Background: an optimization exercise with open tools, aiming at small area, a short achievable clock period and few clock cycles. Do not read the settings as production practice. Function was checked by simulation only, so behaviour that the tests miss may differ from the original. Power and IR drop assume default switching activity.

--- flow/design.v ---
module evsub_tga (
    input  wire        clk,
    input  wire        rst_n,       
    input  wire        tirq,        
    input  wire        sf_valid,    
    output wire        sf_ready,    
    input  wire [73:0] sf_data,     
    input  wire        sf_err,      
    output wire        ev_valid,    
    input  wire        ev_ready,    
    output wire [39:0] ev_data,     
    output wire        halted       
);
    localparam [2:0] K_PPRESS = 3'd0;
    localparam [2:0] K_PMOVE  = 3'd1;
    localparam [2:0] K_PREL   = 3'd2;
    localparam [2:0] K_PEXIT  = 3'd3;
    localparam [2:0] K_KPRESS = 3'd4;
    localparam [2:0] K_KREL   = 3'd5;
    function [1:0] keyzone;
        input [15:0] x;
        begin
            if (x < 16'd107)      keyzone = 2'd0;
            else if (x < 16'd214) keyzone = 2'd1;
            else if (x < 16'd320) keyzone = 2'd2;
            else                  keyzone = 2'd3;
        end
    endfunction
    reg tirq_q;
    reg tirq_pend;
    reg in_sess;
    reg halt_r;
    wire tirq_fall = tirq_q & ~tirq;
    wire start     = ~in_sess & ~halt_r & (tirq_pend | tirq_fall);
    reg        hv, tv;
    reg [1:0]  hn, tn;              
    reg [24:0] hp0, hp1, tp0, tp1;
    reg [3:0]  hc, tc;              
    assign sf_ready = in_sess & ~tv;
    wire take     = sf_valid & sf_ready;
    wire take_ok  = take & ~sf_err;
    wire [1:0]  in_n  = sf_data[73:72];
    wire [32:0] in_q0 = sf_data[68:36];    
    wire [32:0] in_q1 = sf_data[32:0];
    wire in_v0 = in_n[1] | in_n[0];
    wire in_v1 = in_n[1];
    wire in_g0 = (in_q0[15:8] == 8'd0) & (in_q0[7:4] != 4'hF);
    wire in_g1 = (in_q1[15:8] == 8'd0) & (in_q1[7:4] != 4'hF);
    wire [1:0] in_z0 = keyzone(in_q0[31:16]);
    wire [1:0] in_z1 = keyzone(in_q1[31:16]);
    wire in_k0 = (in_z0 != 2'd3);
    wire in_k1 = (in_z1 != 2'd3);
    wire [24:0] in_p0 = {in_q0[32:16], in_q0[7:2], in_g0 ? in_q0[1:0] : in_z0};
    wire [24:0] in_p1 = {in_q1[32:16], in_q1[7:2], in_g1 ? in_q1[1:0] : in_z1};
    wire [3:0] in_c = {in_v1 & ~in_g1 & in_k1, in_v0 & ~in_g0 & in_k0,
                       in_v1 & in_g1, in_v0 & in_g0};
    always @(posedge clk) begin
        tirq_q <= tirq;
        if (!rst_n) begin
            tirq_pend <= 1'b0;
            in_sess   <= 1'b0;
            halt_r    <= 1'b0;
        end else begin
            tirq_pend <= start ? (tirq_pend & tirq_fall) : (tirq_pend | tirq_fall);
            if (take) begin
                if (sf_err) begin
                    halt_r  <= 1'b1;
                    in_sess <= 1'b0;
                end else if (in_n == 2'd0) begin
                    in_sess <= 1'b0;
                end
            end else if (start) begin
                in_sess <= 1'b1;
            end
        end
    end
    assign halted = halt_r;
    reg  [1:0]  active;
    reg         ptr_valid;
    reg         ptr_id;
    reg  [23:0] last0, last1;
    reg  [1:0]  lv;                 
    reg  [1:0]  key0, key1;         
    reg  [5:0]  done;               
    reg  [1:0]  wr;                 
    reg         outv;
    reg  [2:0]  o_kind;
    reg  [1:0]  o_key;
    reg         o_id;               
    reg         o_s0, o_s1;         
    wire [23:0] o_xy = (last0 & {24{o_s0}}) | (last1 & {24{o_s1}});
    assign ev_valid = outv;
    assign ev_data  = {2'b00, o_kind, o_key, 1'b0, o_xy[23:8], 8'd0, o_xy[7:0]};
    wire        v0  = hn[1] | hn[0];
    wire        v1  = hn[1];
    wire        id0 = hp0[24];
    wire        id1 = hp1[24];
    wire [23:0] xy0 = hp0[23:0];        
    wire [23:0] xy1 = hp1[23:0];
    wire [1:0] kz0 = hp0[1:0];          
    wire [1:0] kz1 = hp1[1:0];
    wire eqA0 = lv[0] & (xy0 == last0);
    wire eqA1 = lv[1] & (xy0 == last1);
    wire eqB0 = lv[0] & (xy1 == last0);
    wire eqB1 = lv[1] & (xy1 == last1);
    wire eqL0 = id0 ? eqA1 : eqA0;      
    wire eqL1 = id1 ? eqB1 : eqB0;      
    wire same = (id0 == id1);
    wire G0 = hc[0];
    wire G1 = hc[1];
    wire B0 = hc[2];
    wire B1 = hc[3];
    wire act_id0 = id0 ? active[1] : active[0];
    wire act_id1 = id1 ? active[1] : active[0];
    wire set0  = G0 & ~ptr_valid & ~act_id0;
    wire pv1   = ptr_valid | set0;
    wire pid1  = set0 ? id0 : ptr_id;
    wire c_g0  = G0 & pv1 & (pid1 == id0);
    wire e_g0  = c_g0 & ~eqL0;
    wire set1  = G1 & ~pv1 & ~act_id1;
    wire pv2   = pv1 | set1;
    wire pid2  = set1 ? id1 : pid1;
    wire c_g1  = G1 & pv2 & (pid2 == id1);
    wire g0m   = e_g0 & same & ~done[0];
    wire e_g1  = c_g1 & (g0m | ~eqL1);
    wire act1_id1 = act_id1 | wr[id1] | g0m;
    wire ptr_id0 = pv2 & (pid2 == id0);
    wire ptr_id1 = pv2 & (pid2 == id1);
    wire e_b0  = B0 & ~ptr_id0 & ~act_id0;
    wire e_b1  = B1 & ~ptr_id1 & ~act_id1 & ~(e_b0 & same);
    wire [1:0] proc = {(v0 & id0) | (v1 & id1), (v0 & ~id0) | (v1 & ~id1)};
    wire r0  = active[0] & ~proc[0];
    wire r1  = active[1] & ~proc[1];
    wire rp0 = r0 & pv2 & ~pid2;
    wire rp1 = r1 & pv2 & pid2;
    wire [5:0] f   = {r1, r0, e_b1, e_b0, e_g1, e_g0};
    wire [5:0] rem = f & ~done;
    wire [5:0] sel = rem & ~{rem[4:0], 1'b0} & ~{rem[3:0], 2'b0} & ~{rem[2:0], 3'b0}
                         & ~{rem[1:0], 4'b0} & ~{rem[0], 5'b0};
    wire [2:0] n_kind = (sel[0] ? {2'b00, act_id0}  : 3'd0)
                      | (sel[1] ? {2'b00, act1_id1} : 3'd0)
                      | ((sel[2] | sel[3]) ? K_KPRESS : 3'd0)
                      | (sel[4] ? (rp0 ? K_PREL : K_KREL) : 3'd0)
                      | (sel[5] ? (rp1 ? K_PREL : K_KREL) : 3'd0);
    wire [1:0] n_key  = (sel[2] ? kz0 : 2'd0)
                      | (sel[3] ? kz1 : 2'd0)
                      | ((sel[4] & ~rp0) ? key0 : 2'd0)
                      | ((sel[5] & ~rp1) ? key1 : 2'd0);
    wire n_show = sel[0] | sel[1] | (sel[4] & rp0) | (sel[5] & rp1);
    wire none   = (rem == 6'd0);
    wire lastev = ((rem & ~sel) == 6'd0);
    wire o_rel  = (o_s0 | o_s1) & (o_kind == K_PREL);
    wire load   = ~outv | (ev_ready & ~o_rel);
    wire pop    = hv & (none | (load & lastev));
    wire ld     = hv & ~none & load;
    wire wid  = sel[1] ? id1 : id0;
    wire wany = sel[0] | sel[1];
    wire [1:0] wnow = {wany & wid, wany & ~wid};
    wire [1:0] know = {(sel[2] & id0) | (sel[3] & id1), (sel[2] & ~id0) | (sel[3] & ~id1)};
    wire n_id = wany ? wid : o_id;
    wire [1:0] act_n = proc & (active | wr | wnow | know | {e_b0 & id0, e_b0 & ~id0}
                                                         | {e_b1 & id1, e_b1 & ~id1});
    wire       pv_n  = pv2 & ~(rp0 | rp1);
    always @(posedge clk) begin
        if (!rst_n) begin
            hv        <= 1'b0;
            tv        <= 1'b0;
            outv      <= 1'b0;
            done      <= 6'd0;
            wr        <= 2'b00;
            active    <= 2'b00;
            ptr_valid <= 1'b0;
            ptr_id    <= 1'b0;
            lv        <= 2'b00;
        end else begin
            if (~hv | pop)
                hv <= tv | take_ok;
            if (tv)
                tv <= ~(~hv | pop);
            else
                tv <= take_ok & hv & ~pop;
            if (ld)
                outv <= 1'b1;
            else if (ev_ready & ~o_rel)
                outv <= 1'b0;
            if (pop) begin
                done <= 6'd0;
                wr   <= 2'b00;
                if (hn == 2'd0) begin
                    active    <= 2'b00;
                    ptr_valid <= 1'b0;
                    ptr_id    <= 1'b0;
                    lv        <= 2'b00;
                end else begin
                    active    <= act_n;
                    ptr_valid <= pv_n;
                    ptr_id    <= pid2;
                    lv        <= (lv | wnow) & ~know;
                end
            end else if (ld) begin
                done <= done | {|sel[5:5], |sel[5:4], |sel[5:3], |sel[5:2], |sel[5:1], |sel[5:0]};
                wr   <= wr | wnow | know;
                lv   <= (lv | wnow) & ~know;
            end
        end
    end
    always @(posedge clk) begin
        if (~hv | pop) begin
            if (tv) begin
                hn <= tn; hp0 <= tp0; hp1 <= tp1; hc <= tc;
            end else begin
                hn <= in_n; hp0 <= in_p0; hp1 <= in_p1; hc <= in_c;
            end
        end
        if (take) begin
            tn <= in_n; tp0 <= in_p0; tp1 <= in_p1; tc <= in_c;
        end
        if (ld) begin
            o_kind <= n_kind;
            o_key  <= n_key;
            o_s0   <= n_show & ~n_id;
            o_s1   <= n_show &  n_id;
            o_id   <= n_id;
        end else if (ev_ready & o_rel) begin
            o_kind <= K_PEXIT;
            o_s0   <= 1'b0;
            o_s1   <= 1'b0;
        end
        if (ld & wnow[0]) last0 <= sel[0] ? xy0 : xy1;
        if (ld & wnow[1]) last1 <= sel[0] ? xy0 : xy1;
        if (ld & know[0]) key0 <= sel[2] ? kz0 : kz1;
        if (ld & know[1]) key1 <= sel[2] ? kz0 : kz1;
    end
endmodule
--- flow/flow/run.sh ---
#!/bin/bash
set -euo pipefail
export BUFFER_PORTS_ARGS="-buffer_cell sky130_fd_sc_hd__buf_1"
export SETUP_SLACK_MARGIN=7.0
bash standard.sh > flow_standard.log 2>&1
--- flow/standard.sh ---
#!/bin/bash
# synth_recipe.tcl (not shown) runs the flow's synth.tcl, then flattens the netlist and writes it again
# the make line also repeats each setting of config.mk as NAME=value (left out here)
make -C /OpenROAD-flow-scripts/flow DESIGN_CONFIG=/design/flow/config.mk WORK_HOME=/design/flow/orfs CLKGATE_MAP_FILE= SYNTH_SCRIPT=/design/flow/synth_recipe.tcl "${@:-finish}"
--- flow/config.mk ---
export PLATFORM = sky130hd
export DESIGN_NAME = evsub_tga
export DESIGN_NICKNAME = evsub_tga
export VERILOG_FILES = /design/flow/design.v
export SDC_FILE = /design/flow/constraint.sdc
export NUM_CORES = 4
export LEC_CHECK = 0
export CAP_MARGIN = 40
export CORE_MARGIN = 2
export CORE_UTILIZATION = 60
export SLEW_MARGIN = 40
--- flow/constraint.sdc ---
create_clock -name core_clock -period 11.0 [get_ports {clk}]
set_input_delay 2.2000 -clock core_clock [delete_from_list [all_inputs] [get_ports {clk}]]
set_output_delay 2.2000 -clock core_clock [all_outputs]
set_load 0.01 [all_outputs]
==> results.json, run 1 <==
{
  "timing.final.crit_share": 0.352,
  "dr.first_iter.drc_count": 418,
  "async_flop_share": 0,
  "max_freq_mhz": 258,
  "p_leak_nw": 3.41,
  "place_area_sq_mm": 0.0102,
  "final_nets": 912,
  "skew_ps": 17.6,
  "outcome": "timing/DRC/antenna clean",
  "drv_slew": 0,
  "start_util": 0.608,
  "fin_setup_tns_ps": 0,
  "cts_hold_buffers": 0,
  "drc": 0,
  "clkLatencyLatePin_ps": 440,
  "path_clk_slew_ps": 70,
  "r2r_slack_ps": 7270,
  "place_ws_ps": 6700,
  "synthSimpleGateAreaFrac": 0.0899,
  "crit_fanout": 3,
  "finalInstanceArea_sq_mm": 0.0108,
  "period_needed_ps": 3870,
  "arrival_ps": 4070,
  "ys_warn_count": 1,
  "clk_path_buf_depth": 2,
  "antennaDiodeCount": 0,
  "powerDensity_mw_per_mm2": 140,
  "synth_compound_area_frac": 0.108,
  "grt_pass1_wl_um": 34000,
  "die_w_um": 130,
  "worst_slew_pin_slew_ps": 811,
  "totalWireLength_um": 22200,
  "die-area_sq_mm": 0.0169,
  "cts_tree": "built",
  "overflow": 0,
  "ys.flop_type": "edfxtp_1",
  "yosysTopAreaCellShare": 0.541,
  "first_pass_iters": 5,
  "track_usage": 0.274,
  "cts-resized-gates": 0,
  "die_h_um": 130,
  "wire_per_inst_um": 20.9,
  "r2r_start": "hp0[24]$_DFFE_PN_",
  "grt_max_degree": 63,
  "worstSetupPathType": "input port to register",
  "maxCapViolations": 0,
  "finalSetupViolCount": 0,
  "first_global_vias": 6117,
  "hold_viol": 0,
  "worst_setup_path_end_kind": "register",
  "antenna_found_initial": 0,
  "core.rowCount": 46,
  "htreeDepth": 4,
  "ys_types": 69,
  "synth_area_sq_mm": 0.00955,
  "hold_path_class": "register to register",
  "synthAdderAreaFrac": 0,
  "synth-seq-area-share": 0.585,
  "relSlewSlack": 0.458,
  "clock-root-buffer": "clkbuf_16",
  "drtAntennaViolNets": 0,
  "io_pins": 123,
  "vdd_drop_max_uv": 134,
  "vias": 6298,
  "worst_r2r_endpoint": "last1[23]$_DFFE_PP_",
  "synth-edff-count": 172,
  "drive_gt1_frac": 0.172,
  "post_cts_buffers": 0,
  "cp-start-kind": "input port",
  "place_congestion": 0.939,
  "synthCells": 724,
  "clock_sinks": 193,
  "ys_ff_latch": 193,
  "required_ps": 11200,
  "dp_hpwl_um": 16200,
  "synth_top_family_by_area": "compound AO/OA/AOI/OAI gates",
  "synthMuxAreaShare": 0.0995,
  "portBuffers": 105,
  "hold_start": "wr[1]$_SDFFE_PP0P_",
  "synth_top_area_cell": "edfxtp_1",
  "rsz0062_at_grt": "no",
  "viasPerCell": 5.94,
  "fin_ws_ps": 7130,
  "synth_area_leaders": "edfxtp_1 (54%), mux2_2 (9.0%), xnor2_1 (8.8%), dfxtp_1 (4.4%), a22o_1 (2.2%)",
  "rr_worst_depth": 8,
  "hold_depth": 2,
  "worstHoldEndpoint": "wr[1]$_SDFFE_PP0P_",
  "synthXorXnorAreaFrac": 0.0890,
  "core_sq_mm": 0.0157,
  "numCtsBuffers": 17,
  "avgSynthCellArea_sq_um": 13.2,
  "area_growth_pct": 12.7
}
where the power goes:
part           total [mW]  internal (mW)  switching, mW
registers           0.832          0.815         0.0170
clock network       0.605          0.319          0.286
logic              0.0721         0.0327         0.0394
cells in the mapped netlist, types with 2 or more instances:
library cell  count
nor2b_1           7
nand4_1          23
and3_1            3
a21oi_1          28
o211ai_1          6
o21ai_1           4
clkbuf_1         15
nand2_1          32
a211oi_1         10
o21ai_0          19
dfxtp_1          21
nand2b_1          2
nor3_1           14
a21oi_2           4
a22oi_1           2
buf_2             5
a211o_1           2
a21o_1            7
mux2_2           76
a32o_1            2
o31ai_1           3
nand3_1          17
buf_4            12
a31oi_1           6
nor2_1           23
buf_1             3
nor4_1           10
a22o_1           24
inv_1            17
buf_6             2
and2_1            6
mux2i_1           8
a211oi_4          2
a2111oi_2         3
xnor2_1          96
edfxtp_1        172
nor3b_1           6
cells by family (layout without fill, tap and decap cells):
group                  count (synthesis)  count (layout)
XOR/XNOR                              97              97
multiplexers                          85              85
other                                  1              11
AND/OR/NAND/NOR                      156             156
buffers and inverters                 54             165
flip-flops                           193             193
AO/OA/AOI/OAI                        138             138
worst max-delay path by stage:
stage                            startpoint  cells past startpoint  slack [ps]               end
after floorplan                    ev_ready                      4        5240   hc[0]$_DFFE_PN_
after global placement          sf_data[28]                      6        6400  hp1[1]$_DFFE_PN_
after detailed placement        sf_data[28]                      6        6700  hp1[1]$_DFFE_PN_
after CTS                       sf_data[28]                      6        7160  hp1[1]$_DFFE_PN_
after global routing      hp0[24]$_DFFE_PN_                      8        7050  hp1[2]$_DFFE_PN_
final                           sf_data[28]                      6        7130  hp1[1]$_DFFE_PN_
sequential cells by signal, summed over array words and instances (netlist names), 2 cells and up:
| signal | count |
|---|---|
| hc | 4 |
| tc | 4 |
| done | 6 |
| wr | 2 |
| key0 | 2 |
| hp1 | 25 |
| key1 | 2 |
| o_key | 2 |
| lv | 2 |
| tn | 2 |
| hn | 2 |
| active | 2 |
| o_kind | 3 |
| tp1 | 25 |
| last0 | 24 |
| last1 | 24 |
| tp0 | 25 |
| hp0 | 25 |
cell type report:
| cell class | count | area [sq um] |
|---|---|---|
| Clock buffer | 17 | 425 |
| Tap cell | 216 | 270 |
| Timing Repair Buffer | 116 | 492 |
| Multi-Input combinational cell | 487 | 3760 |
| Clock inverter | 15 | 158 |
| Inverter | 17 | 71.3 |
| Fill cell | 1202 | 4950 |
| Sequential cell | 193 | 5590 |
metrics by stage:
step | util | total power, mW | hold WS, ps | instances
finish | 0.685 | 1.51 | 473 | 1061
global route | 0.685 | 1.55 | 500 | 1061
CTS | 0.685 | 1.52 | 476 | 1061
detailed placement | 0.648 | 0.919 | 463 | 1029
global placement | 0.644 | 0.916 | 457 | 1025
floorplan | - | 0.889 | 430 | 734
worst max-delay path: stages:
cell     delay [ps]
buf_1           100
or4_1           540
nor4_2          540
nor3b_1         300
a21oi_1         120
mux2_2          280
cells in the final DEF (no fill, tap or decap), types with 4 or more instances in the layout:
master | Yosys | routed
a211oi_1 | 10 | 10
mux2i_1 | 8 | 8
nor2_1 | 23 | 22
clkbuf_16 | 0 | 17
mux2_2 | 76 | 76
o21ai_0 | 19 | 18
buf_6 | 2 | 4
nand2_1 | 32 | 32
buf_1 | 3 | 105
buf_4 | 12 | 7
inv_1 | 17 | 16
nor3b_1 | 6 | 6
conb_1 | 1 | 11
edfxtp_1 | 172 | 172
a22o_1 | 24 | 24
xnor2_1 | 96 | 96
a31oi_1 | 6 | 6
o211ai_1 | 6 | 6
nor3_1 | 14 | 14
nand4_1 | 23 | 23
clkinv_4 | 0 | 4
nor4_1 | 10 | 9
and2_1 | 6 | 5
a21o_1 | 7 | 7
nand3_1 | 17 | 17
o21ai_1 | 4 | 4
dfxtp_1 | 21 | 20
a21oi_1 | 28 | 28
nor2b_1 | 7 | 7
routing by layer:
metal,track usage,vias to the layer above,wire (um)
li1,-,2969,-
met1,0.401,3080,10200
met2,0.413,224,10300
met3,0.0599,25,1350
met4,0.0822,0,343
met5,0,-,0
Testbench counts, summed over its fixed seeds: cycles 9,358.
==> run 2: changes to the inputs <==
==> flow/flow/run.sh (replaced) <==
#!/bin/bash
set -euo pipefail
export BUFFER_PORTS_ARGS="-buffer_cell sky130_fd_sc_hd__buf_1"
export SETUP_SLACK_MARGIN=7.5
bash standard.sh > flow_standard.log 2>&1
==> results.json, run 2 <==
{
  "rsz0062_at_grt": "yes",
  "clock-root-buffer": "clkbuf_16",
  "hold_viol": 0,
  "hold_path_class": "register to register",
  "clock_sinks": 193,
  "max_freq_mhz": 265,
  "crit_slowest_cell": "edfxtp_1",
  "avgSynthCellArea_sq_um": 13.2,
  "place_congestion": 0.945,
  "drc": 0,
  "drv_slew": 0,
  "fin_ws_ps": 7220,
  "period_needed_ps": 3780,
  "relSlewSlack": 0.480,
  "worstSetupPathType": "register to primary output",
  "required_ps": 8800,
  "powerDensity_mw_per_mm2": 140,
  "numCtsBuffers": 17,
  "finalSetupViolCount": 0,
  "totalWireLength_um": 24000,
  "cp-start-kind": "register",
  "vias": 6547,
  "synth_top_area_cell": "edfxtp_1",
  "crit_chain": "buf_6, buf_6, a22o_1, buf_1",
  "synth-seq-area-share": 0.585,
  "synth_area_sq_mm": 0.00955,
  "dp_cells": 1027,
  "clkLatencyLatePin_ps": 440,
  "timing.final.crit_share": 0.343,
  "wire_per_inst_um": 22.2,
  "path_clk_slew_ps": 70,
  "antennaDiodeCount": 0,
  "final_nets": 933,
  "drive_gt1_frac": 0.209,
  "dr.first_iter.drc_count": 655,
  "maxCapViolations": 0,
  "synth_area_leaders": "edfxtp_1 (54%), mux2_2 (9.0%), xnor2_1 (8.8%), dfxtp_1 (4.4%), a22o_1 (2.2%)",
  "fin_setup_tns_ps": 0,
  "layout_commonest_cell": "edfxtp_1",
  "die_w_um": 130,
  "die_h_um": 130,
  "grt_max_degree": 63,
  "cp_top_family": "buffers and inverters",
  "first_global_vias": 6309,
  "ys.flop_type": "edfxtp_1",
  "portBuffers": 105,
  "final_cell_mix": "edfxtp_1 (172), buf_1 (98), xnor2_1 (96)",
  "p_total_mw": 1.54,
  "synthTopCellsByCount": "edfxtp_1 (172), xnor2_1 (96), mux2_2 (76), nand2_1 (32), a21oi_1 (28)",
  "outcome": "timing/DRC/antenna clean",
  "antenna_found_initial": 0,
  "hold_ws_ps": 470,
  "track_usage": 0.287,
  "worst_slew_pin_slew_ps": 780,
  "place_ws_ps": 6910,
  "dp_hpwl_um": 16900,
  "core.rowCount": 46,
  "ys_ff_latch": 193,
  "overflow": 0,
  "async_flop_share": 0,
  "skew_ps": 13.3,
  "fin_cells": 1082,
  "ys_warn_count": 1,
  "synth-edff-count": 172,
  "vdd_drop_max_uv": 114,
  "ys_types": 69,
  "viasPerCell": 6.05,
  "crit_buf_inv": 3,
  "slowest_delay_ps": 440,
  "yosysTopAreaCellShare": 0.541,
  "area_growth_pct": 15.8,
  "grt_pass1_wl_um": 35800,
  "worst_setup_path_end_kind": "primary output",
  "first_pass_iters": 5,
  "crit_fanout": 11,
  "core_sq_mm": 0.0157,
  "cts_tree": "built",
  "drtAntennaViolNets": 0,
  "start_util": 0.608,
  "cpMostUsedCell": "buf_6",
  "io_pins": 123,
  "htreeDepth": 4,
  "clk_path_buf_depth": 2,
  "synthCells": 724,
  "yosysMostFrequentCell": "edfxtp_1",
  "die-area_sq_mm": 0.0169,
  "p_leak_nw": 3.57,
  "arrival_ps": 1580
}
run 2: cell types whose count changed in the layout (fill, tap and decap cells not counted), sizes merged:
cell	previous run	this run
buf	116	130
clkbuf	17	21
clkinv	9	6
inv	21	24
and2	6	8
a21oi	32	33
run 2: metal layers:
layer / global-route usage / wire length (um) / vias to the layer above
met5: 0 / 0 / -
met1: 0.416 / 10800 / 3218
met3: 0.0504 / 1510 / 30
li1: - / - / 3015
met4: 0.0854 / 391 / 0
met2: 0.450 / 11300 / 284
run 2: cell families after synthesis:
group | after synthesis | share of synthesized area
compound gates | 138 | 0.108
xor+xnor | 97 | 0.0890
buf+inv | 54 | 0.0282
flops | 193 | 0.585
mux | 85 | 0.0995
other cells | 1 | 0.000393
simple gates | 156 | 0.0899
run 2: layout make-up:
class / count / area [sq um]
clock buffer: 17 / 425
clock inverter: 15 / 190
fill: 1131 / 4660
inverter: 17 / 71.3
multi-input combinational: 490 / 3840
sequential: 193 / 5590
tap: 216 / 270
timing repair buffer: 134 / 668
run 2: stage by stage:
stage	cell area, sq um	util
2_1_floorplan	9640	-
3_3_place_gp	10100	0.645
3_5_place_dp	10200	0.648
4_1_cts	10900	0.695
5_1_grt	11100	0.703
6_report	11100	0.703
run 2: power breakdown:
| part | switching (mW) | internal (mW) | total (mW) | leakage (nW) |
|---|---|---|---|---|
| Clock | 0.304 | 0.330 | 0.633 | 0.299 |
| Combinational | 0.0439 | 0.0350 | 0.0789 | 1.50 |
| Sequential | 0.0155 | 0.814 | 0.830 | 1.78 |
| Total | 0.363 | 1.18 | 1.54 | 3.57 |
run 2: path summary, 6_finish.rpt:
check / from / to / slack, ps / cells after the start
max: o_s0$_SDFFCE_PN0P_ / ev_data[25] / 7220 / 4
min: done[3]$_SDFFE_PP0P_ / done[3]$_SDFFE_PP0P_ / 470 / 2
max reg2reg: active[1]$_SDFFE_PN0P_ / ptr_id$_SDFFE_PN0P_ / 7660 / 8
min reg2reg: done[3]$_SDFFE_PP0P_ / done[3]$_SDFFE_PP0P_ / 470 / 2
run 2: timing repair:
action	CTS	global route
pin swaps	5	10
hold buffers	0	0
endpoints found under the hold margin	0	0
gates cloned	1	2
buffers inserted	11	9
endpoints found under the setup margin	116	138
resized for setup	8	15
run 2: worst min-delay path, cell delays in order (launching register included):
cell and delay, ps:
dfxtp_1 310, inv_1 50, a211oi_1 60
==> run 3: changes to the inputs <==
--- a/flow/config.mk
+++ b/flow/config.mk
@@ -9,3 +9,5 @@
 export CORE_MARGIN = 2
 export CORE_UTILIZATION = 60
+export CTS_CLUSTER_DIAMETER = 60
+export CTS_CLUSTER_SIZE = 30
 export SLEW_MARGIN = 40
==> results.json, run 3 <==
{
  "area_growth_pct": 15.8,
  "start_util": 0.608,
  "drc": 0,
  "outcome": "timing/DRC/antenna clean",
  "maxCapViolations": 0,
  "antenna_found_initial": 0,
  "yosysMostFrequentCell": "edfxtp_1",
  "drtAntennaViolNets": 0,
  "worst_setup_path_end_kind": "primary output",
  "drv_slew": 0,
  "core.rowCount": 46,
  "ys_types": 69,
  "synth-seq-area-share": 0.585,
  "hold_viol": 0,
  "skew_ps": 13.3,
  "finalSetupViolCount": 0,
  "ys_warn_count": 1,
  "cts_tree": "built",
  "arrival_ps": 1580,
  "relSlewSlack": 0.480,
  "grt_max_degree": 63,
  "totalWireLength_um": 24000,
  "clock_sinks": 193,
  "portBuffers": 105,
  "core_sq_mm": 0.0157,
  "worstSetupPathType": "register to primary output",
  "timing.final.crit_share": 0.343,
  "clkLatencyLatePin_ps": 440,
  "htreeDepth": 4,
  "ys_ff_latch": 193,
  "io_pins": 123,
  "layout_commonest_cell": "edfxtp_1",
  "avgSynthCellArea_sq_um": 13.2,
  "die-area_sq_mm": 0.0169,
  "ys.flop_type": "edfxtp_1",
  "drive_gt1_frac": 0.209,
  "antennaDiodeCount": 0,
  "dr.first_iter.drc_count": 655,
  "final_cell_mix": "edfxtp_1 (172), buf_1 (98), xnor2_1 (96)",
  "synth_area_leaders": "edfxtp_1 (54%), mux2_2 (9.0%), xnor2_1 (8.8%), dfxtp_1 (4.4%), a22o_1 (2.2%)",
  "first_global_vias": 6309,
  "fin_setup_tns_ps": 0,
  "vias": 6547,
  "synthCells": 724,
  "powerDensity_mw_per_mm2": 140,
  "first_pass_iters": 5,
  "path_clk_slew_ps": 70,
  "fin_ws_ps": 7220,
  "viasPerCell": 6.05,
  "synth_top_area_cell": "edfxtp_1",
  "async_flop_share": 0,
  "wire_per_inst_um": 22.2,
  "final_nets": 933,
  "synth-edff-count": 172,
  "synthTopCellsByCount": "edfxtp_1 (172), xnor2_1 (96), mux2_2 (76), nand2_1 (32), a21oi_1 (28)",
  "clk_path_buf_depth": 2,
  "worst_slew_pin_slew_ps": 780,
  "overflow": 0,
  "crit_fanout": 11,
  "p_leak_nw": 3.57,
  "hold_path_class": "register to register",
  "period_needed_ps": 3780,
  "synth_area_sq_mm": 0.00955,
  "yosysTopAreaCellShare": 0.541,
  "place_congestion": 0.945,
  "numCtsBuffers": 17,
  "track_usage": 0.287,
  "rsz0062_at_grt": "yes",
  "hold_ws_ps": 470,
  "die_w_um": 130,
  "die_h_um": 130,
  "max_freq_mhz": 265,
  "dp_hpwl_um": 16900,
  "grt_pass1_wl_um": 35800,
  "required_ps": 8800,
  "cp-start-kind": "register",
  "clock-root-buffer": "clkbuf_16",
  "place_ws_ps": 6910,
  "vdd_drop_max_uv": 114
}
## run 3: kinds of logic after synthesis
family,count (synthesis),share of synthesized area
DFF,193,0.585
AOI/OAI and AO/OA,138,0.108
other,1,0.000393
buffers and inverters,54,0.0282
and+or+nand+nor,156,0.0899
muxes,85,0.0995
xor gates and xnor gates,97,0.0890
## run 3: what timing repair did
action	in CTS	in global routing
buffers inserted	11	9
setup endpoints to repair	116	138
cloned	1	2
hold buffers	0	0
pin swaps	5	10
resized for setup	8	15
## run 3: final timing paths
path,start,slack (ps),cells after the start,end
worst max-delay path,o_s0$_SDFFCE_PN0P_,7220,4,ev_data[25]
worst min-delay path,done[3]$_SDFFE_PP0P_,470,2,done[3]$_SDFFE_PP0P_
worst max register to register,active[1]$_SDFFE_PN0P_,7660,8,ptr_id$_SDFFE_PN0P_
worst min register to register,done[3]$_SDFFE_PP0P_,470,2,done[3]$_SDFFE_PP0P_
## run 3: layer usage
metal | up-vias | global-route usage | wire length [um]
li1 | 3015 | - | -
met1 | 3218 | 0.416 | 10800
met2 | 284 | 0.450 | 11300
met3 | 30 | 0.0504 | 1510
met4 | 0 | 0.0854 | 391
met5 | - | 0 | 0
## run 3: final cells by class
| cell class | count | area [sq um] |
|---|---|---|
| multi-input combinational | 490 | 3840 |
| timing repair buffer | 134 | 668 |
| clock inverter | 15 | 190 |
| inverter | 17 | 71.3 |
| sequential | 193 | 5590 |
| clock buffer | 17 | 425 |
| tap | 216 | 270 |
| fill | 1131 | 4660 |
## run 3: critical path, stage by stage, from the launching register on
cell and delay [ps]:
edfxtp_1 440, buf_6 180, buf_6 150, a22o_1 240
buf_1 140
## run 3: metrics by stage
stage	util	instances	total power [mW]	instance area (sq um)
2_1_floorplan	-	734	0.889	9640
3_3_place_gp	0.645	1023	0.917	10100
3_5_place_dp	0.648	1027	0.921	10200
4_1_cts	0.695	1071	1.55	10900
5_1_grt	0.703	1082	1.59	11100
6_report	0.703	1082	1.54	11100
## run 3: power breakdown
group,internal [mW],switching (mW),total [mW],leakage (nW)
logic,0.0350,0.0439,0.0789,1.50
registers,0.814,0.0155,0.830,1.78
clock network,0.330,0.304,0.633,0.299
total,1.18,0.363,1.54,3.57
==> run 4: changes to the inputs <==
--- a/flow/design.v
+++ b/flow/design.v
@@ -79,6 +79,6 @@
     reg         ptr_valid;
     reg         ptr_id;
-    reg  [23:0] last0, last1;
-    reg  [1:0]  lv;                 
+    reg  [23:0] lc, lo;
+    reg         cid, vc, vo;
     reg  [1:0]  key0, key1;         
     reg  [5:0]  done;               
@@ -87,7 +87,6 @@
     reg  [2:0]  o_kind;
     reg  [1:0]  o_key;
-    reg         o_id;               
-    reg         o_s0, o_s1;         
-    wire [23:0] o_xy = (last0 & {24{o_s0}}) | (last1 & {24{o_s1}});
+    reg         o_show;             
+    wire [23:0] o_xy = lc & {24{o_show}};
     assign ev_valid = outv;
     assign ev_data  = {2'b00, o_kind, o_key, 1'b0, o_xy[23:8], 8'd0, o_xy[7:0]};
@@ -100,10 +99,10 @@
     wire [1:0] kz0 = hp0[1:0];          
     wire [1:0] kz1 = hp1[1:0];
-    wire eqA0 = lv[0] & (xy0 == last0);
-    wire eqA1 = lv[1] & (xy0 == last1);
-    wire eqB0 = lv[0] & (xy1 == last0);
-    wire eqB1 = lv[1] & (xy1 == last1);
-    wire eqL0 = id0 ? eqA1 : eqA0;      
-    wire eqL1 = id1 ? eqB1 : eqB0;      
+    wire eqAc = vc & (xy0 == lc);
+    wire eqAo = vo & (xy0 == lo);
+    wire eqBc = vc & (xy1 == lc);
+    wire eqBo = vo & (xy1 == lo);
+    wire eqL0 = (id0 == cid) ? eqAc : eqAo;      
+    wire eqL1 = (id1 == cid) ? eqBc : eqBo;      
     wire same = (id0 == id1);
     wire G0 = hc[0];
@@ -150,5 +149,5 @@
     wire none   = (rem == 6'd0);
     wire lastev = ((rem & ~sel) == 6'd0);
-    wire o_rel  = (o_s0 | o_s1) & (o_kind == K_PREL);
+    wire o_rel  = o_show & (o_kind == K_PREL);
     wire load   = ~outv | (ev_ready & ~o_rel);
     wire pop    = hv & (none | (load & lastev));
@@ -158,5 +157,6 @@
     wire [1:0] wnow = {wany & wid, wany & ~wid};
     wire [1:0] know = {(sel[2] & id0) | (sel[3] & id1), (sel[2] & ~id0) | (sel[3] & ~id1)};
-    wire n_id = wany ? wid : o_id;
+    wire kid  = sel[3] ? id1 : id0;
+    wire kany = sel[2] | sel[3];
     wire [1:0] act_n = proc & (active | wr | wnow | know | {e_b0 & id0, e_b0 & ~id0}
                                                          | {e_b1 & id1, e_b1 & ~id1});
@@ -172,5 +172,6 @@
             ptr_valid <= 1'b0;
             ptr_id    <= 1'b0;
-            lv        <= 2'b00;
+            vc        <= 1'b0;
+            vo        <= 1'b0;
         end else begin
             if (~hv | pop)
@@ -191,15 +192,23 @@
                     ptr_valid <= 1'b0;
                     ptr_id    <= 1'b0;
-                    lv        <= 2'b00;
                 end else begin
                     active    <= act_n;
                     ptr_valid <= pv_n;
                     ptr_id    <= pid2;
-                    lv        <= (lv | wnow) & ~know;
                 end
             end else if (ld) begin
                 done <= done | {|sel[5:5], |sel[5:4], |sel[5:3], |sel[5:2], |sel[5:1], |sel[5:0]};
                 wr   <= wr | wnow | know;
-                lv   <= (lv | wnow) & ~know;
+            end
+            if (pop & (hn == 2'd0)) begin
+                vc <= 1'b0;
+                vo <= 1'b0;
+            end else if (ld & wany) begin
+                vc  <= 1'b1;
+                cid <= wid;
+                if (wid != cid) vo <= vc;
+            end else if (ld & kany) begin
+                if (kid == cid) vc <= 1'b0;
+                else            vo <= 1'b0;
             end
         end
@@ -219,14 +228,13 @@
             o_kind <= n_kind;
             o_key  <= n_key;
-            o_s0   <= n_show & ~n_id;
-            o_s1   <= n_show &  n_id;
-            o_id   <= n_id;
+            o_show <= n_show;
         end else if (ev_ready & o_rel) begin
             o_kind <= K_PEXIT;
-            o_s0   <= 1'b0;
-            o_s1   <= 1'b0;
-        end
-        if (ld & wnow[0]) last0 <= sel[0] ? xy0 : xy1;
-        if (ld & wnow[1]) last1 <= sel[0] ? xy0 : xy1;
+            o_show <= 1'b0;
+        end
+        if (ld & wany) begin
+            lc <= sel[0] ? xy0 : xy1;
+            if (wid != cid) lo <= lc;
+        end
         if (ld & know[0]) key0 <= sel[2] ? kz0 : kz1;
         if (ld & know[1]) key1 <= sel[2] ? kz0 : kz1;
==> flow/flow/run.sh (replaced) <==
#!/bin/bash
set -euo pipefail
export BUFFER_PORTS_ARGS="-buffer_cell sky130_fd_sc_hd__buf_1"
export SETUP_SLACK_MARGIN=7.0
bash standard.sh > flow_standard.log 2>&1
--- a/flow/config.mk
+++ b/flow/config.mk
@@ -9,5 +9,3 @@
 export CORE_MARGIN = 2
 export CORE_UTILIZATION = 60
-export CTS_CLUSTER_DIAMETER = 60
-export CTS_CLUSTER_SIZE = 30
 export SLEW_MARGIN = 40
==> results.json, run 4 <==
{
  "outcome": "timing/DRC/antenna clean",
  "clock-root-buffer": "clkbuf_16",
  "regArea_sq_mm": 0.00556,
  "period_needed_ps": 3890,
  "portBuffers": 105,
  "synthAdderAreaFrac": 0,
  "synth_area_sq_mm": 0.00958,
  "die_w_um": 130,
  "first_pass_iters": 6,
  "drtAntennaViolNets": 0,
  "layout_commonest_cell": "edfxtp_1",
  "synthTopCellsByCount": "edfxtp_1 (171), mux2_2 (79), xor2_1 (61), xnor2_1 (39)",
  "maxCapViolations": 0,
  "hold_depth": 2,
  "skew_ps": 8.01,
  "final_nets": 915,
  "ys_ff_latch": 192,
  "fin_setup_tns_ps": 0,
  "timing.final.crit_share": 0.353,
  "crit_fanout": 25,
  "start_util": 0.609,
  "dr.first_iter.drc_count": 487,
  "multi_input_area_sq_mm": 0.00383,
  "vias": 6418,
  "place_ws_ps": 6740,
  "synth_top_family_by_area": "simple AND/OR/NAND/NOR gates",
  "nFillCells": 1174,
  "area_growth_pct": 12.9,
  "ys_types": 77,
  "antenna_found_initial": 0,
  "worstSetupPathType": "register to primary output",
  "drive_gt1_frac": 0.169,
  "rsz0062_at_grt": "no",
  "max_freq_mhz": 257,
  "worst_slew_pin_slew_ps": 820,
  "wire_per_inst_um": 21.3,
  "hold_start": "tirq_pend$_SDFF_PN0_",
  "antennaDiodeCount": 0,
  "viasPerCell": 6.03,
  "die-area_sq_mm": 0.0170,
  "ys.flop_type": "edfxtp_1",
  "drc": 0,
  "synth-seq-area-share": 0.580,
  "place_congestion": 0.907,
  "synthXorXnorAreaFrac": 0.0932,
  "cts_tree": "built",
  "core_sq_mm": 0.0157,
  "r2r_slack_ps": 7190,
  "ys_warn_count": 1,
  "clkLatencyLatePin_ps": 440,
  "arrival_ps": 1690,
  "relSlewSlack": 0.454,
  "dp_cells": 1029,
  "fin_ws_ps": 7110,
  "worst_setup_path_end_kind": "primary output",
  "first_global_vias": 6098,
  "grt_max_degree": 64,
  "synthMuxAreaShare": 0.103,
  "drv_slew": 0,
  "p_leak_nw": 3.64,
  "path_clk_slew_ps": 80,
  "yosysTopAreaCellShare": 0.536,
  "dp_hpwl_um": 16300,
  "overflow": 0,
  "totalWireLength_um": 22700,
  "p_total_mw": 1.54,
  "synth_area_leaders": "edfxtp_1 (54%), mux2_2 (9.3%), xor2_1 (5.6%), dfxtp_1 (4.4%), xnor2_1 (3.6%)",
  "synth-edff-count": 171,
  "worst_r2r_endpoint": "hp0[2]$_DFFE_PN_",
  "required_ps": 8800,
  "async_flop_share": 0,
  "yosysMostFrequentCell": "edfxtp_1",
  "final_cell_mix": "edfxtp_1 (171), buf_1 (104), mux2_2 (79)",
  "clk_path_buf_depth": 2,
  "hold_viol": 0,
  "core.rowCount": 46,
  "finalSetupViolCount": 0,
  "powerDensity_mw_per_mm2": 142,
  "vdd_drop_max_uv": 126,
  "htreeDepth": 4,
  "cp-start-kind": "register",
  "synthSimpleGateAreaFrac": 0.111,
  "die_h_um": 130,
  "synth_compound_area_frac": 0.0851,
  "io_pins": 123,
  "worstHoldEndpoint": "tirq_pend$_SDFF_PN0_",
  "clock_sinks": 192,
  "numCtsBuffers": 17,
  "rr_worst_depth": 9,
  "r2r_start": "hp0[24]$_DFFE_PN_",
  "hold_path_class": "register to register",
  "cts_hold_buffers": 0,
  "synthCells": 729,
  "grt_pass1_wl_um": 34200,
  "track_usage": 0.274,
  "synth_top_area_cell": "edfxtp_1",
  "fin_cells": 1064,
  "avgSynthCellArea_sq_um": 13.1
}
-- run 4: cell types whose count changed in the layout (fill, tap and decap cells not counted), moves of 7 or more --
cell and delta:
a22o_1 -22, and2_1 +25, buf_4 -16, nand3_1 -7, xor2_1 +60, nor4_1 +14
xnor2_1 -57, a21oi_1 -11
-- run 4: routing by layer --
metal | share of wire | GRT usage | vias up
li1 | - | - | 2962
met1 | 0.46 | 0.400 | 3166
met2 | 0.46 | 0.421 | 259
met3 | 0.067 | 0.0586 | 31
met4 | 0.014 | 0.0770 | 0
met5 | 0 | 0 | -
-- run 4: through the flow --
stage	area, sq um	util	hold WS, ps
2_1_floorplan	9630	-	458
3_3_place_gp	10100	0.644	471
3_5_place_dp	10100	0.644	493
4_1_cts	10800	0.686	509
5_1_grt	10800	0.688	534
6_report	10800	0.688	500
-- run 4: area by class of cell --
cell class                      instances  share of cell area
Clock buffer                           20              0.0463
Clock inverter                         12              0.0119
Inverter                               16             0.00556
Multi-Input combinational cell        495               0.354
Sequential cell                       192               0.514
Tap cell                              216              0.0250
Timing Repair Buffer                  113              0.0428
-- run 4: cells by family after synthesis --
kind of cell,Yosys count
DFF,192
and+or+nand+nor,185
AOI/OAI and AO/OA,110
xor gates and xnor gates,101
muxes,88
buffers and inverters,52
other,1
-- run 4: worst max-delay path by stage --
stage	cells after the start	to	start
after global routing	10	vo$_SDFFE_PP0P_	hp0[24]$_DFFE_PN_
final	2	ev_data[3]	o_show$_SDFFCE_PP0P_
after global placement	9	hp0[9]$_DFFE_PN_	hp0[24]$_DFFE_PN_
after detailed placement	9	hp0[9]$_DFFE_PN_	hp0[24]$_DFFE_PN_
after CTS	9	hp0[15]$_DFFE_PN_	hp0[24]$_DFFE_PN_
after floorplan	5	hc[0]$_DFFE_PN_	ev_ready
-- run 4: power breakdown --
| group | internal, mW | switching [mW] |
|---|---|---|
| clock network | 0.343 | 0.294 |
| logic | 0.0321 | 0.0418 |
| registers | 0.809 | 0.0174 |
-- run 4: worst max-delay path, stage by stage, from the launching register on --
cell and delay (ps):
edfxtp_1 830, and2_1 240, buf_1 170
-- run 4: what timing repair did --
| action | CTS | global route |
|---|---|---|
| buffers inserted | 3 | 0 |
| resized for setup | 0 | 6 |
| endpoints found under the setup margin | 61 | 60 |
| pin swaps | 0 | 0 |
Testbench counts of run 4, summed over its fixed seeds: cycles 9,358.
==> run 5: changes to the inputs <==
==> flow/flow/run.sh (replaced) <==
#!/bin/bash
set -euo pipefail
export BUFFER_PORTS_ARGS="-buffer_cell sky130_fd_sc_hd__buf_1"
export SETUP_SLACK_MARGIN=7.8
bash standard.sh > flow_standard.log 2>&1
==> results.json, run 5 <==
{
  "layout_commonest_cell": "edfxtp_1",
  "clockPowerShare": 0.405,
  "synth-edff-count": 171,
  "start_util": 0.609,
  "first_pass_iters": 7,
  "yosysMostFrequentCell": "edfxtp_1",
  "hold_ws_ps": 510,
  "drv_slew": 0,
  "drtAntennaViolNets": 0,
  "grt_max_degree": 63,
  "path_clk_slew_ps": 80,
  "worstSetupStartpoint": "o_show$_SDFFCE_PP0P_",
  "clk_path_buf_depth": 2,
  "totalWireLength_um": 27600,
  "core_sq_mm": 0.0157,
  "rr_worst_depth": 14,
  "maxCapViolations": 0,
  "cp-start-kind": "register",
  "track_usage": 0.313,
  "dp_hpwl_um": 16800,
  "cts_tree": "built",
  "drive_gt1_frac": 0.335,
  "hold_path_class": "register to register",
  "r2r_slack_ps": 7620,
  "antenna_found_initial": 0,
  "antennaDiodeCount": 0,
  "ys_ff_latch": 192,
  "period_needed_ps": 3590,
  "yosysTopAreaCellShare": 0.536,
  "dr.first_iter.drc_count": 724,
  "hold_depth": 2,
  "clock_sinks": 192,
  "clkLatencyLatePin_ps": 450,
  "comb_power_share": 0.063,
  "numCtsBuffers": 17,
  "die-area_sq_mm": 0.0170,
  "grt_pass1_wl_um": 38400,
  "rsz0062_at_grt": "yes",
  "viasPerCell": 6.17,
  "worst_setup_path_end_kind": "primary output",
  "sw_frac_of_total": 0.250,
  "synth_area_sq_mm": 0.00958,
  "portBuffers": 105,
  "skew_ps": 17.6,
  "worst_r2r_endpoint": "hp0[11]$_DFFE_PN_",
  "synthTopCellsByCount": "edfxtp_1 (171), mux2_2 (79), xor2_1 (61), xnor2_1 (39)",
  "avgSynthCellArea_sq_um": 13.1,
  "ys_warn_count": 1,
  "fin_setup_tns_ps": 0,
  "cts_hold_buffers": 0,
  "timing.final.crit_share": 0.327,
  "crit_fanout": 13,
  "first_global_vias": 6635,
  "vdd_drop_max_uv": 120,
  "power_frac_seq": 0.532,
  "hold_start": "tirq_pend$_SDFF_PN0_",
  "max_freq_mhz": 278,
  "wire_per_inst_um": 24.0,
  "core.rowCount": 46,
  "power_switching_mw": 0.388,
  "p_leak_nw": 4.37,
  "htreeDepth": 4,
  "synthCells": 729,
  "area_growth_pct": 30.7,
  "outcome": "timing/DRC/antenna clean",
  "finalSetupViolCount": 0,
  "worstSetupPathType": "register to primary output",
  "powerDensity_mw_per_mm2": 124,
  "overflow": 0,
  "place_congestion": 0.919,
  "clock-root-buffer": "clkbuf_16",
  "final_cell_mix": "edfxtp_1 (171), buf_1 (92), mux2_2 (76)",
  "synth_area_leaders": "edfxtp_1 (54%), mux2_2 (9.3%), xor2_1 (5.6%), dfxtp_1 (4.4%), xnor2_1 (3.6%)",
  "worst_slew_pin_slew_ps": 839,
  "synth-seq-area-share": 0.580,
  "p_int_mw": 1.16,
  "io_pins": 123,
  "synth_top_area_cell": "edfxtp_1",
  "r2r_start": "hp0[24]$_DFFE_PN_",
  "die_w_um": 130,
  "final_nets": 1001,
  "worstHoldEndpoint": "tirq_pend$_SDFF_PN0_",
  "drc": 0,
  "vias": 7097,
  "arrival_ps": 1400,
  "ys.flop_type": "edfxtp_1",
  "relSlewSlack": 0.441,
  "ys_types": 77,
  "async_flop_share": 0,
  "required_ps": 8800,
  "hold_viol": 0,
  "nFillCells": 949,
  "die_h_um": 130
}
-- run 5: layout make-up --
type | count | area (sq um) | area share
flip-flops and latches | 192 | 5560 | 0.445
multi-input cells | 495 | 4450 | 0.356
repair buffers | 198 | 1530 | 0.122
clock buffers | 17 | 425 | 0.0340
well taps | 216 | 270 | 0.0216
clock inverters | 15 | 189 | 0.0151
inverters | 16 | 71.3 | 0.00570
repair inverters | 1 | 7.51 | 0.000600
-- run 5: how the worst max path moves through the flow --
stage                                   endpoint  cells past startpoint
after floorplan                 hp1[1]$_DFFE_PN_                      5
after global placement        o_key[0]$_DFFE_PN_                      9
after detailed placement  active[1]$_SDFFE_PN0N_                      5
after CTS                             ev_data[7]                      3
after global routing                 ev_data[29]                      3
final                                 ev_data[7]                      3
-- run 5: metal layers --
layer / global-route usage / part of all wire
met1: 0.459 / 0.42
met2: 0.479 / 0.47
met3: 0.0697 / 0.079
met4: 0.0845 / 0.026
met5: 0 / 0
-- run 5: timing repair --
| action | CTS | global route |
|---|---|---|
| setup buffers | 43 | 35 |
| gates cloned | 7 | 2 |
| resized for setup | 77 | 68 |
| setup endpoints to repair | 173 | 168 |
| pin swaps | 19 | 31 |
-- run 5: worst max-delay path, stage by stage (launching register included) --
cell,delay (ps)
edfxtp_1,440
buf_12,180
and2_1,190
clkbuf_2,140
-- run 5: cells by family after synthesis --
| logic type | share of synthesized area |
|---|---|
| other | 0.000392 |
| AND/OR/NAND/NOR | 0.111 |
| buffers and inverters | 0.0278 |
| AO/OA/AOI/OAI | 0.0851 |
| XOR/XNOR | 0.0932 |
| flip-flops | 0.580 |
| multiplexers | 0.103 |
-- run 5: through the flow --
step / instance area, sq um / worst slack, ps / std cells / utilization / total power, mW
6_report: 12500 / 7410 / 1150 / 0.796 / 1.55
5_1_grt: 12500 / 7370 / 1150 / 0.796 / 1.59
4_1_cts: 11900 / 7410 / 1112 / 0.756 / 1.54
3_5_place_dp: 10300 / 6940 / 1030 / 0.657 / 0.918
3_3_place_gp: 10300 / 6890 / 1028 / 0.654 / 0.915
2_1_floorplan: 9790 / 7340 / 739 / - / 0.885
-- run 5: power by group through the flow --
stage	registers, mW	logic (mW)	clock network (mW)
finish	0.826	0.0973	0.628
global route	0.828	0.104	0.661
CTS	0.826	0.0878	0.631
detailed placement	0.843	0.0749	0
global placement	0.842	0.0733	0
floorplan	0.835	0.0499	0
==> run 6: changes to the inputs <==
==> flow/flow/run.sh (replaced) <==
#!/bin/bash
set -euo pipefail
export BUFFER_PORTS_ARGS="-buffer_cell sky130_fd_sc_hd__buf_1"
export SETUP_SLACK_MARGIN=7.5
bash standard.sh > flow_standard.log 2>&1
==> results.json, run 6 <==
{
  "outcome": "timing/DRC/antenna clean",
  "cts_hold_buffers": 0,
  "antenna_found_initial": 0,
  "viasPerCell": 6.18,
  "drc": 0,
  "crit_fanout": 13,
  "r2r_start": "hp0[24]$_DFFE_PN_",
  "synthSimpleGateAreaFrac": 0.111,
  "synth-edff-count": 171,
  "dp_hpwl_um": 16300,
  "first_global_vias": 6394,
  "core.rowCount": 46,
  "place_ws_ps": 6920,
  "dp_cells": 1030,
  "final_cell_mix": "edfxtp_1 (171), buf_1 (100), mux2_2 (78)",
  "powerDensity_mw_per_mm2": 136,
  "synth_compound_area_frac": 0.0851,
  "portBuffers": 105,
  "synthTopCellsByCount": "edfxtp_1 (171), mux2_2 (79), xor2_1 (61), xnor2_1 (39)",
  "vdd_drop_max_uv": 129,
  "worstSetupStartpoint": "o_show$_SDFFCE_PP0P_",
  "p_leak_nw": 3.85,
  "worst_setup_path_end_kind": "primary output",
  "hold_viol": 0,
  "synth_top_family_by_area": "simple AND/OR/NAND/NOR gates",
  "async_flop_share": 0,
  "ys_types": 77,
  "drv_slew": 0,
  "area_growth_pct": 19.5,
  "drtAntennaViolNets": 0,
  "synth-seq-area-share": 0.580,
  "final_nets": 942,
  "hold_path_class": "register to register",
  "synthXorXnorAreaFrac": 0.0932,
  "die-area_sq_mm": 0.0170,
  "ys.flop_type": "edfxtp_1",
  "wire_per_inst_um": 22.9,
  "cts_tree": "built",
  "finalSetupViolCount": 0,
  "place_congestion": 0.930,
  "ys_ff_latch": 192,
  "worstSetupPathType": "register to primary output",
  "fin_ws_ps": 7420,
  "max_freq_mhz": 279,
  "crit_chain": "buf_12, and2_1, buf_1",
  "path_clk_slew_ps": 80,
  "p_total_mw": 1.56,
  "clock_sinks": 192,
  "rsz0062_at_grt": "yes",
  "skew_ps": 12.6,
  "io_pins": 123,
  "overflow": 0,
  "synth_area_leaders": "edfxtp_1 (54%), mux2_2 (9.3%), xor2_1 (5.6%), dfxtp_1 (4.4%), xnor2_1 (3.6%)",
  "timing.final.crit_share": 0.326,
  "worst_slew_pin_slew_ps": 984,
  "track_usage": 0.295,
  "htreeDepth": 4,
  "die_w_um": 130,
  "cp_top_family": "flip-flops",
  "maxCapViolations": 0,
  "yosysTopAreaCellShare": 0.536,
  "relSlewSlack": 0.337,
  "totalWireLength_um": 24900,
  "required_ps": 8800,
  "start_util": 0.609,
  "clock-root-buffer": "clkbuf_16",
  "synth_top_area_cell": "edfxtp_1",
  "synthCells": 729,
  "vias": 6739,
  "drive_gt1_frac": 0.225,
  "crit_buf_inv": 2,
  "crit_slowest_cell": "edfxtp_1",
  "avgSynthCellArea_sq_um": 13.1,
  "fin_cells": 1091,
  "antennaDiodeCount": 0,
  "period_needed_ps": 3580,
  "slowest_delay_ps": 450,
  "clkLatencyLatePin_ps": 440,
  "hold_start": "tirq_pend$_SDFF_PN0_",
  "synthAdderAreaFrac": 0,
  "dr.first_iter.drc_count": 693,
  "numCtsBuffers": 17,
  "synth_area_sq_mm": 0.00958,
  "fin_setup_tns_ps": 0,
  "arrival_ps": 1380,
  "layout_commonest_cell": "edfxtp_1",
  "core_sq_mm": 0.0157,
  "ys_warn_count": 1,
  "grt_max_degree": 60,
  "cp-start-kind": "register",
  "synthMuxAreaShare": 0.103,
  "grt_pass1_wl_um": 36300,
  "first_pass_iters": 5,
  "die_h_um": 130,
  "yosysMostFrequentCell": "edfxtp_1",
  "clk_path_buf_depth": 2
}
==> run 6: cell types whose count changed in the layout (fill, tap and decap cells not counted), moves of 5 or more <==
| cell | previous run | this run |
|---|---|---|
| buf_4 | 60 | 17 |
| buf_1 | 92 | 100 |
| buf_6 | 14 | 6 |
| a31o_4 | 1 | 7 |
| buf_12 | 12 | 6 |
| buf_16 | 6 | 0 |
| nor4_1 | 16 | 22 |
| clkbuf_2 | 6 | 1 |
| nand2_1 | 20 | 25 |
==> run 6: cell type report <==
| cell class | count | area (sq um) |
|---|---|---|
| clock inverter | 15 | 208 |
| clock buffer | 17 | 425 |
| fill | 1093 | 4270 |
| multi-input combinational | 501 | 4160 |
| timing repair buffer | 133 | 744 |
| timing repair inverter | 1 | 7.51 |
| inverter | 16 | 63.8 |
| sequential | 192 | 5560 |
| tap | 216 | 270 |
==> run 6: routing by layer <==
layer | track usage | vias up | routed length, um
met3 | 0.0545 | 35 | 1930
met5 | 0 | - | 0
met4 | 0.0901 | 0 | 378
met2 | 0.456 | 314 | 11600
met1 | 0.429 | 3352 | 11000
li1 | - | 3038 | -
==> run 6: power by group <==
group	internal, mW	switching, mW	leakage, nW
logic	0.0347	0.0453	1.77
clock network	0.334	0.316	0.307
registers	0.809	0.0166	1.77
==> run 6: timing repair <==
| action | 4_1_cts | 5_1_grt |
|---|---|---|
| pin swaps | 9 | 6 |
| gates resized for setup | 36 | 25 |
| setup endpoints to repair | 151 | 136 |
| gates cloned | 5 | 3 |
| buffers inserted | 15 | 6 |
==> run 6: cells by family after synthesis <==
group                  after synthesis
XOR/XNOR                           101
flip-flops                         192
other                                1
AO/OA/AOI/OAI                      110
buffers and inverters               52
AND/OR/NAND/NOR                    185
multiplexers                        88
==> run 6: path summary, 6_finish.rpt <==
path | endpoint | slack (ps) | cells past startpoint
worst max-delay path | ev_data[26] | 7420 | 3
worst min-delay path | tirq_pend$_SDFF_PN0_ | 500 | 2
worst max register to register | hp0[21]$_DFFE_PN_ | 7600 | 10
worst min register to register | tirq_pend$_SDFF_PN0_ | 500 | 2
==> run 6: metrics by stage <==
stage	hold slack [ps]	utilization	cell area, sq um
floorplan	458	-	9710
global placement	471	0.650	10200
detailed placement	490	0.650	10200
CTS	504	0.715	11200
global route	521	0.728	11400
finish	501	0.728	11400
==> run 6: worst reg2reg max path, stage by stage (launching register included) <==
cell and delay (ps):
edfxtp_1 400, buf_6 200, xor2_4 200, nand4_1 100, or4_1 550, o22a_4 280
a22o_4 270, or3b_1 410, a22oi_2 210, buf_6 200, a31o_4 270
==> run 7: changes to the inputs <==
--- a/flow/config.mk
+++ b/flow/config.mk
@@ -9,3 +9,5 @@
 export CORE_MARGIN = 2
 export CORE_UTILIZATION = 60
+export CTS_CLUSTER_DIAMETER = 80
+export CTS_CLUSTER_SIZE = 40
 export SLEW_MARGIN = 40
==> results.json, run 7 <==
{
  "outcome": "timing/DRC/antenna clean",
  "ys_types": 77,
  "yosysTopAreaCellShare": 0.536,
  "worst_setup_path_end_kind": "primary output",
  "first_global_vias": 6394,
  "totalWireLength_um": 24900,
  "drtAntennaViolNets": 0,
  "relSlewSlack": 0.337,
  "hold_path_class": "register to register",
  "drive_gt1_frac": 0.225,
  "hold_depth": 2,
  "grt_max_degree": 60,
  "regArea_sq_mm": 0.00556,
  "finalSetupViolCount": 0,
  "antenna_found_initial": 0,
  "grt.met2_usage": 0.456,
  "grt_pass1_wl_um": 36300,
  "place_congestion": 0.930,
  "first_pass_iters": 5,
  "rsz0062_at_grt": "yes",
  "synth_area_sq_mm": 0.00958,
  "worst_slew_pin_slew_ps": 984,
  "viasPerCell": 6.18,
  "synthTopCellsByCount": "edfxtp_1 (171), mux2_2 (79), xor2_1 (61), xnor2_1 (39)",
  "drc": 0,
  "power_switching_mw": 0.378,
  "die_w_um": 130,
  "skew_ps": 12.6,
  "grt_util_met1": 0.429,
  "htreeDepth": 4,
  "power_frac_seq": 0.531,
  "dr.first_iter.drc_count": 693,
  "vias": 6739,
  "synth_top_area_cell": "edfxtp_1",
  "cts_hold_buffers": 0,
  "sw_frac_of_total": 0.243,
  "final_nets": 942,
  "comb_power_share": 0.051,
  "portBuffers": 105,
  "timing.final.crit_share": 0.326,
  "rr_worst_depth": 10,
  "core.rowCount": 46,
  "vdd_drop_max_uv": 129,
  "overflow": 0,
  "period_needed_ps": 3580,
  "multi_input_area_sq_mm": 0.00416,
  "grt_use_met3": 0.0545,
  "fin_setup_tns_ps": 0,
  "clkLatencyLatePin_ps": 440,
  "synth_area_leaders": "edfxtp_1 (54%), mux2_2 (9.3%), xor2_1 (5.6%), dfxtp_1 (4.4%), xnor2_1 (3.6%)",
  "final_cell_mix": "edfxtp_1 (171), buf_1 (100), mux2_2 (78)",
  "wire_per_inst_um": 22.9,
  "cp-start-kind": "register",
  "numCtsBuffers": 17,
  "avgSynthCellArea_sq_um": 13.1,
  "fin_cells": 1091,
  "die_h_um": 130,
  "p_int_mw": 1.18,
  "p_leak_nw": 3.85,
  "area_growth_pct": 19.5,
  "die-area_sq_mm": 0.0170,
  "dp_hpwl_um": 16300,
  "nFillCells": 1093,
  "arrival_ps": 1380,
  "io_pins": 123,
  "clock-root-buffer": "clkbuf_16",
  "yosysMostFrequentCell": "edfxtp_1",
  "dp_cells": 1030,
  "required_ps": 8800,
  "max_freq_mhz": 279,
  "crit_fanout": 13,
  "clock_sinks": 192,
  "clockPowerShare": 0.418,
  "ys.flop_type": "edfxtp_1",
  "cts_tree": "built",
  "ys_ff_latch": 192,
  "drv_slew": 0,
  "path_clk_slew_ps": 80,
  "async_flop_share": 0,
  "clk_path_buf_depth": 2,
  "maxCapViolations": 0,
  "synthCells": 729,
  "fin_util": 0.728,
  "start_util": 0.609,
  "synth-seq-area-share": 0.580,
  "layout_commonest_cell": "edfxtp_1",
  "ys_warn_count": 1,
  "synth-edff-count": 171,
  "hold_viol": 0,
  "track_usage": 0.295,
  "top_usage_layer": "met2",
  "worstSetupPathType": "register to primary output",
  "antennaDiodeCount": 0,
  "core_sq_mm": 0.0157,
  "powerDensity_mw_per_mm2": 136
}
## run 7: cell counts after synthesis
No cell type changed its count.
## run 7: path summary, 6_finish.rpt
| check | startpoint | endpoint | slack (ps) |
|---|---|---|---|
| min reg2reg | tirq_pend$_SDFF_PN0_ | tirq_pend$_SDFF_PN0_ | 500 |
| max reg2reg | hp0[24]$_DFFE_PN_ | hp0[21]$_DFFE_PN_ | 7600 |
| max | o_show$_SDFFCE_PP0P_ | ev_data[26] | 7420 |
| min | tirq_pend$_SDFF_PN0_ | tirq_pend$_SDFF_PN0_ | 500 |
## run 7: cell families (layout without fill, tap and decap cells)
kind of cell | after synthesis | count (layout) | share of synthesized area
simple gates | 185 | 185 | 0.111
flops | 192 | 192 | 0.580
buf+inv | 52 | 182 | 0.0278
mux | 88 | 88 | 0.103
compound gates | 110 | 116 | 0.0851
xor+xnor | 101 | 101 | 0.0932
other cells | 1 | 11 | 0.000392
## run 7: cell type report
cell class | count | area share
clock inverter | 15 | 0.0182
multi-input combinational | 501 | 0.364
timing repair inverter | 1 | 0.000656
inverter | 16 | 0.00558
timing repair buffer | 133 | 0.0651
tap | 216 | 0.0236
sequential | 192 | 0.486
clock buffer | 17 | 0.0372
## run 7: what timing repair did
item / 4_1_cts / 5_1_grt
pin swaps: 9 / 6
gates resized for setup: 36 / 25
gates cloned: 5 / 3
buffers inserted: 15 / 6
endpoints found under the setup margin: 151 / 136
## run 7: power by group through the flow
stage | clock (mW) | sequential [mW] | combinational (mW)
finish | 0.649 | 0.826 | 0.0800
global placement | 0 | 0.841 | 0.0734
CTS | 0.656 | 0.825 | 0.0782
global route | 0.678 | 0.827 | 0.0868
floorplan | 0 | 0.835 | 0.0490
detailed placement | 0 | 0.842 | 0.0748
## run 7: through the flow
| step | hold WS [ps] | cell area [sq um] | power [mW] | setup slack (ps) |
|---|---|---|---|---|
| 2_1_floorplan | 458 | 9710 | 0.884 | 7340 |
| 3_3_place_gp | 471 | 10200 | 0.914 | 6950 |
| 3_5_place_dp | 490 | 10200 | 0.916 | 6920 |
| 4_1_cts | 504 | 11200 | 1.56 | 7400 |
| 5_1_grt | 521 | 11400 | 1.59 | 7370 |
| 6_report | 501 | 11400 | 1.56 | 7420 |
## run 7: layer usage
layer | part of all wire | up-vias
li1 | - | 3038
met3 | 0.077 | 35
met1 | 0.44 | 3352
met2 | 0.47 | 314
met5 | 0 | -
met4 | 0.015 | 0
## run 7: worst max-delay path: stages (launching register included)
cell,delay [ps]
edfxtp_1,450
buf_12,180
and2_1,180
buf_1,130
==> run 8: changes to the inputs <==
==> flow/flow/run.sh (replaced) <==
#!/bin/bash
set -euo pipefail
export BUFFER_PORTS_ARGS="-buffer_cell sky130_fd_sc_hd__buf_1"
export SETUP_SLACK_MARGIN=7.2
bash standard.sh > flow_standard.log 2>&1
--- a/flow/config.mk
+++ b/flow/config.mk
@@ -9,5 +9,4 @@
 export CORE_MARGIN = 2
 export CORE_UTILIZATION = 60
-export CTS_CLUSTER_DIAMETER = 80
-export CTS_CLUSTER_SIZE = 40
+export PLACE_DENSITY = 0.75
 export SLEW_MARGIN = 40
==> results.json, run 8 <==
{
  "layout_commonest_cell": "edfxtp_1",
  "max_freq_mhz": 271,
  "numCtsBuffers": 17,
  "final_cell_mix": "edfxtp_1 (171), buf_1 (104), mux2_2 (79)",
  "clock_sinks": 192,
  "path_clk_slew_ps": 70,
  "synth-edff-count": 171,
  "area_growth_pct": 14.5,
  "required_ps": 11390,
  "first_pass_iters": 5,
  "dp_cells": 1028,
  "hold_depth": 1,
  "totalWireLength_um": 24100,
  "synthCells": 729,
  "synth_area_leaders": "edfxtp_1 (54%), mux2_2 (9.3%), xor2_1 (5.6%), dfxtp_1 (4.4%), xnor2_1 (3.6%)",
  "synth-seq-area-share": 0.580,
  "p_total_mw": 1.52,
  "timing.final.crit_share": 0.336,
  "powerDensity_mw_per_mm2": 139,
  "drv_slew": 0,
  "die_h_um": 130,
  "rsz0062_at_grt": "yes",
  "ys_ff_latch": 192,
  "crit_fanout": 25,
  "fin_cells": 1079,
  "synthTopCellsByCount": "edfxtp_1 (171), mux2_2 (79), xor2_1 (61), xnor2_1 (39)",
  "worst_slew_pin_slew_ps": 794,
  "dr.first_iter.drc_count": 731,
  "maxCapViolations": 0,
  "core.rowCount": 46,
  "drc": 0,
  "yosysMostFrequentCell": "edfxtp_1",
  "yosysTopAreaCellShare": 0.536,
  "synth_top_area_cell": "edfxtp_1",
  "grt_pass1_wl_um": 35800,
  "async_flop_share": 0,
  "dp_hpwl_um": 16200,
  "start_util": 0.609,
  "drtAntennaViolNets": 0,
  "wire_per_inst_um": 22.3,
  "io_pins": 123,
  "worstSetupPathType": "input port to register",
  "first_global_vias": 6393,
  "vdd_drop_max_uv": 114,
  "cp-start-kind": "input port",
  "track_usage": 0.290,
  "drive_gt1_frac": 0.188,
  "worst_setup_path_end_kind": "register",
  "cts_tree": "built",
  "grt_max_degree": 64,
  "vias": 6607,
  "p_leak_nw": 3.70,
  "arrival_ps": 4080,
  "hold_start": "done[5]$_SDFFE_PP0N_",
  "skew_ps": 9.68,
  "hold_viol": 0,
  "avgSynthCellArea_sq_um": 13.1,
  "place_congestion": 0.905,
  "hold_path_class": "register to register",
  "relSlewSlack": 0.471,
  "ys_warn_count": 1,
  "overflow": 0,
  "rr_worst_depth": 9,
  "ys_types": 77,
  "outcome": "timing/DRC/antenna clean",
  "clock-root-buffer": "clkbuf_16",
  "antenna_found_initial": 0,
  "ys.flop_type": "edfxtp_1",
  "core_sq_mm": 0.0157,
  "antennaDiodeCount": 0,
  "portBuffers": 105,
  "fin_setup_tns_ps": 0,
  "worstSetupStartpoint": "ev_ready",
  "finalSetupViolCount": 0,
  "r2r_slack_ps": 7340,
  "clk_path_buf_depth": 2,
  "synth_area_sq_mm": 0.00958,
  "clkLatencyLatePin_ps": 450,
  "die-area_sq_mm": 0.0170,
  "htreeDepth": 4,
  "final_nets": 930,
  "hold_ws_ps": 518,
  "die_w_um": 130,
  "r2r_start": "hp0[0]$_DFFE_PN_",
  "viasPerCell": 6.12,
  "period_needed_ps": 3700
}
[run 8: logic make-up after synthesis]
group,count (synthesis),share of synthesized area
DFF,192,0.580
muxes,88,0.103
other,1,0.000392
AOI/OAI and AO/OA,110,0.0851
buffers and inverters,52,0.0278
xor gates and xnor gates,101,0.0932
and+or+nand+nor,185,0.111
[run 8: final timing paths]
check	endpoint
setup / recovery	vo$_SDFFE_PP0P_
hold / removal	done[5]$_SDFFE_PP0N_
setup reg to reg	hp1[2]$_DFFE_PN_
hold reg to reg	done[5]$_SDFFE_PP0N_
[run 8: area by class of cell]
type / count / area, sq um
clock buffer: 18 / 429
tap: 216 / 270
timing repair buffer: 125 / 566
fill: 1175 / 4740
multi-input combinational: 498 / 3920
sequential: 192 / 5560
clock inverter: 14 / 168
inverter: 16 / 60.1
[run 8: repair_timing]
item                                    4_1_cts  5_1_grt
pin swaps                                     2        2
endpoints found under the setup margin      127       98
setup buffers                                13        3
hold endpoints to repair                      0        0
hold buffers                                  0        0
gates resized for setup                      10        4
gates cloned                                  3        0
[run 8: per-layer routing]
layer,up-vias,wire length (um),global-route usage
li1,3000,-,-
met4,0,344,0.0738
met3,36,2230,0.0746
met2,329,11200,0.447
met5,-,0,0
met1,3242,10400,0.417
[run 8: power by group]
part / switching (mW) / total (mW) / leakage (nW) / internal, mW
sequential: 0.0166 / 0.826 / 1.77 / 0.809
combinational: 0.0441 / 0.0783 / 1.64 / 0.0342
clock: 0.312 / 0.618 / 0.283 / 0.307
total: 0.372 / 1.52 / 3.70 / 1.15
[run 8: through the flow]
| stage | worst slack, ps | cell area (sq um) | util |
|---|---|---|---|
| 6_report | 7300 | 11000 | 0.698 |
| 5_1_grt | 7120 | 11000 | 0.698 |
| 4_1_cts | 7220 | 10900 | 0.694 |
| 3_5_place_dp | 6740 | 10100 | 0.644 |
| 3_3_place_gp | 6790 | 10100 | 0.644 |
| 2_1_floorplan | 7120 | 9630 | - |
[run 8: critical path, cell delays in order]
cell	delay (ps)
buf_1	100
nand2_1	70
nand2_2	250
nand2_1	340
a221oi_4	280
buf_4	400
mux2i_1	250
o221a_1	190

Re-timed with assumed drivers on the ports (clkbuf_16 on the clock, buf_2 on other inputs), run 8 has 7.273 ns of setup slack against 7.304 ns with ideal ports, and 6.839 ns once port delays also move by the mid clock arrival of 0.487 ns.
